Source: an optimization exercise on an open RTL-to-GDS flow (aim: small area). Production flows keep margins and buffers that such runs may drop.
The RTL was checked by simulation tests, not by an equivalence proof against the original design.
Power figures rest on the tool's default switching activity, not on a simulated workload.

Design apds9930_bb, start of the top module:
module apds9930_bb (
    input  wire        clk,
    input  wire        rst,
    input  wire        cmd_valid,
    output wire        cmd_ready,
    input  wire [47:0] cmd_word,
    output reg         rsp_valid,
    output wire [1:0]  rsp_err,
    output wire [5:0]  rsp_nack,
    output wire [31:0] rsp_data,
    output wire        scl_out,
    output wire        sda_out,
    input  wire        scl_in,
    input  wire        sda_in
);
For scale: roughly 97 I/O pins, ~0.0061 mm^2 of cells after synthesis.
clock: 190.0 ns
lec_check: 0
abc_area: 1
cap_margin: 20
core_margin: 2
core_utilization: 40
cts_buf_list: sky130_fd_sc_hd__clkbuf_8
slew_margin: 20
standard.sh (not shown) runs the stock make flow with config.mk's settings and CLKGATE_MAP_FILE= SYNTH_SCRIPT=/design/flow/synth_recipe.tcl, a recipe that flattens the netlist after the stock synthesis.
==> flow/flow/run.sh <==
#!/bin/bash
# Own layout flow: the standard synthesis, then the combinational logic
# of that netlist is re-mapped by ABC with an area script (registers and
# their names/cells untouched), then the standard ORFS layout with
# sky130_fd_sc_hd__buf_1 port buffers.
set -euo pipefail
W=$(pwd)
P=${FLOW_PLATFORM:-sky130hd}
R=$W/orfs/results/$P/apds9930_bb/base
LIB=$FLOW_HOME/platforms/$P/lib/sky130_fd_sc_hd__tt_025C_1v80.lib

bash standard.sh synth > $W/flow_1_standard_synth.log 2>&1

cp $R/1_2_yosys.v $W/std_1_2_yosys.v
DU=""
for c in $(sed -n '/^export DONT_USE_CELLS/,/^$/p' $FLOW_HOME/platforms/$P/config.mk | grep -o 'sky130_fd_sc_hd__[a-z0-9_]*'); do
  DU="$DU -dont_use $c"
done
FF=$(grep -o 'sky130_fd_sc_hd__[a-z0-9_]*' $W/std_1_2_yosys.v | sort -u | grep -E '__(e?df|sdf|dl|dfr|dfs|dfb|edfx)' | tr '\n' ' ')
cat > $W/reabc.ys <<EOS
read_liberty -ignore_miss_func $LIB
blackbox $FF
read_verilog $W/std_1_2_yosys.v
hierarchy -top $FLOW_TOP
flatten
opt -purge
abc -liberty $LIB $DU -script $W/flow/area.abc
opt_clean -purge
hilomap -singleton -hicell sky130_fd_sc_hd__conb_1 HI -locell sky130_fd_sc_hd__conb_1 LO
tee -o $W/reabc_stat.txt stat -liberty $LIB
write_verilog -noattr -nohex -nodec $W/reabc_1_2_yosys.v
EOS
yosys -s $W/reabc.ys > $W/flow_2_reabc_yosys.log 2>&1
yosys -p "read_liberty -lib -ignore_miss_func $LIB; read_verilog $W/reabc_1_2_yosys.v; hierarchy -top $FLOW_TOP; check -assert -mapped" > $W/flow_2b_reabc_check.log 2>&1
# the registers must be the standard synthesis's, by name and cell
diff <(grep -oE '^ *sky130_fd_sc_hd__[a-z0-9_]+ \S+' $W/std_1_2_yosys.v | grep -E '__(e?df|sdf|dl)' | sort) \
     <(grep -oE '^ *sky130_fd_sc_hd__[a-z0-9_]+ \S+' $W/reabc_1_2_yosys.v | grep -E '__(e?df|sdf|dl)' | sort) > $W/flow_2c_reg_diff.log 2>&1
cp $W/reabc_1_2_yosys.v $R/1_2_yosys.v
touch $R/1_2_yosys.v

bash standard.sh finish "BUFFER_PORTS_ARGS=-buffer_cell sky130_fd_sc_hd__buf_1" > $W/flow_3_standard_finish.log 2>&1
==> flow/flow/area.abc <==
strash
&get -n
&deepsyn -T 180
&put
dch -f
amap
==> next run, changes <==
--- a/flow/design.v
+++ b/flow/design.v
@@ -179,18 +179,20 @@
     always @(*) begin
         case (fr)
             2'd0: lend = 7'd74;
             2'd1: lend = 7'd71;
             2'd2: lend = 7'd70;
             default: lend = 7'd71;
         endcase
     end
     wire accept = cmd_valid && !busy;
+    always @(posedge clk)
+        ph <= accept ? 2'd0 : ph + 2'd1;
     always @(posedge clk) begin
         if (rst) begin
             busy      <= 1'b0;
             rsp_valid <= 1'b0;
             scl_r     <= 1'b1;
             sda_r     <= 1'b1;
             active    <= 1'b0;
             nakf      <= 1'b0;
         end else begin
@@ -199,57 +201,53 @@
                 if (accept) begin
                     op    <= !in_legal ? 4'h0 : !in_state_ok ? 4'h7 : in_op;
                     fr    <= in_f[1:0];
                     ra    <= in_a;
                     rb    <= in_b;
                     nackv <= 6'd0;
                     seg   <= 4'd0;
                     hf    <= 1'b0;
                     stp   <= {4'd0, in_bus};
-                    ph    <= 2'd0;
                     fin   <= 1'b0;
-                    R     <= {16'd0, (in_ok && in_lux) ? in_c[15:6] : 10'd0,
-                              (in_ok && in_lux) ? in_c[5:0] :
-                              (in_ok && in_op == OP_RDST) ? {sda_in, scl_in, sda_r, scl_r, nakf, active} : 6'd0};
+                    R     <= {16'd0, in_legal ? in_c[15:6] : 10'd0,
+                              in_legal ? in_c[5:0] | ((in_op == OP_RDST) ? {sda_in, scl_in, sda_r, scl_r, nakf, active} : 6'd0) : 6'd0};
                     if (!in_ok || (!in_bus && !in_lux)) begin
                         rsp_valid <= 1'b1;
                         if (in_ok && in_op == OP_CLRF) nakf <= 1'b0;
                     end else begin
                         busy <= 1'b1;
                         if (in_bus) begin
                             if (in_op == OP_START) active <= 1'b1;
                             if (in_op == OP_STOP)  active <= 1'b0;
                             if (f_act[3]) scl_r <= f_act[2];
                             if (f_act[1]) sda_r <= f_act[0];
                         end
                     end
                 end
             end else if (op == OP_LUX) begin
-                ph  <= ph + 2'd1;
                 if (ph == 2'd3) stp <= stp + 5'd1;
                 if (!lc[5] && !lc[6]) begin
                     R[31:16] <= (lc == 7'd15) ? 16'd0 : {ss[15], ss[15:1]};
                     R[15:0]  <= {p1 ? R[0] : ss[0], R[15:1]};
                     rb       <= {p1 & rb[0], rb[15:1]};
                     if (lc == 7'd15) hf <= ~ss[15];
                     if (lc == 7'd31) hf <= ss[15];
                 end else begin
                     rb[8:0]  <= r1n[8:0];
                     {fin, rb[15:9]} <= r2n;
                     seg      <= r3n[3:0];
                     R        <= {R[30:0], q2};
                     if (lc == lend) begin
                         busy      <= 1'b0;
                         rsp_valid <= 1'b1;
                     end
                 end
             end else begin
-                ph <= ph + 2'd1;
                 if (ph == 2'd3) begin
                     if (smp_ack) begin
                         nackv[k] <= sda_in;
                         if (sda_in) nakf <= 1'b1;
                         if (op == OP_WACK || op == OP_CHECK)
                             R <= {R[30:0], sda_in ^ (op == OP_CHECK)};
                     end
                     if (smp_bit) begin
                         if (op == OP_RDPAIR && hf && !fr[0])
After rerunning: The changed run passed the timing, design-rule and antenna checks; count of clock-buffer cells in the layout stays the same; die area falls slightly; core utilization rises by 0.55 points; combinational power rises by well over a third; cell area falls slightly; global-route usage rises by 0.76 points; worst setup slack is worse by 0.43 ns; total power rises by a few percent; critical path depth falls by 5; routed wire length rises by a few percent; sequential share of layout area rises by 0.38 points; register-to-register slack is better by 0.52 ns.

## afterwards: timing with drivers on the ports
The results above use ideal ports. As a check the final layouts listed here were re-extracted and re-timed, cells and wires unchanged.
Step 1, drivers: a clkbuf_16 drives clk and a buf_2 each remaining input, both assumed.
Step 2, shift: input delay + t, output delay - t, t = (earliest + latest rising clock arrival at the registers) / 2. This alone moves slack from input paths to output paths.
Three values: ideal ports, drivers, drivers and shift; two values: the first two.
run	shift t [ns]	setup WS [ns]	worst setup path at the end	latest minus earliest clock arrival (ns)	worst register clock-pin slew, ns
the first run	0.422	149.435 / 149.436 / 149.013	input to register	0.015 / 0.015	0.10 / 0.10
the second run	0.423	149.003 / 149.024 / 148.600	input to register	0.018 / 0.017	0.10 / 0.10
After both steps setup and hold are still met in every run listed. For the first run, which loses most, drivers alone change the setup slack by +0.001 ns; drivers and shift together by -0.422 ns.
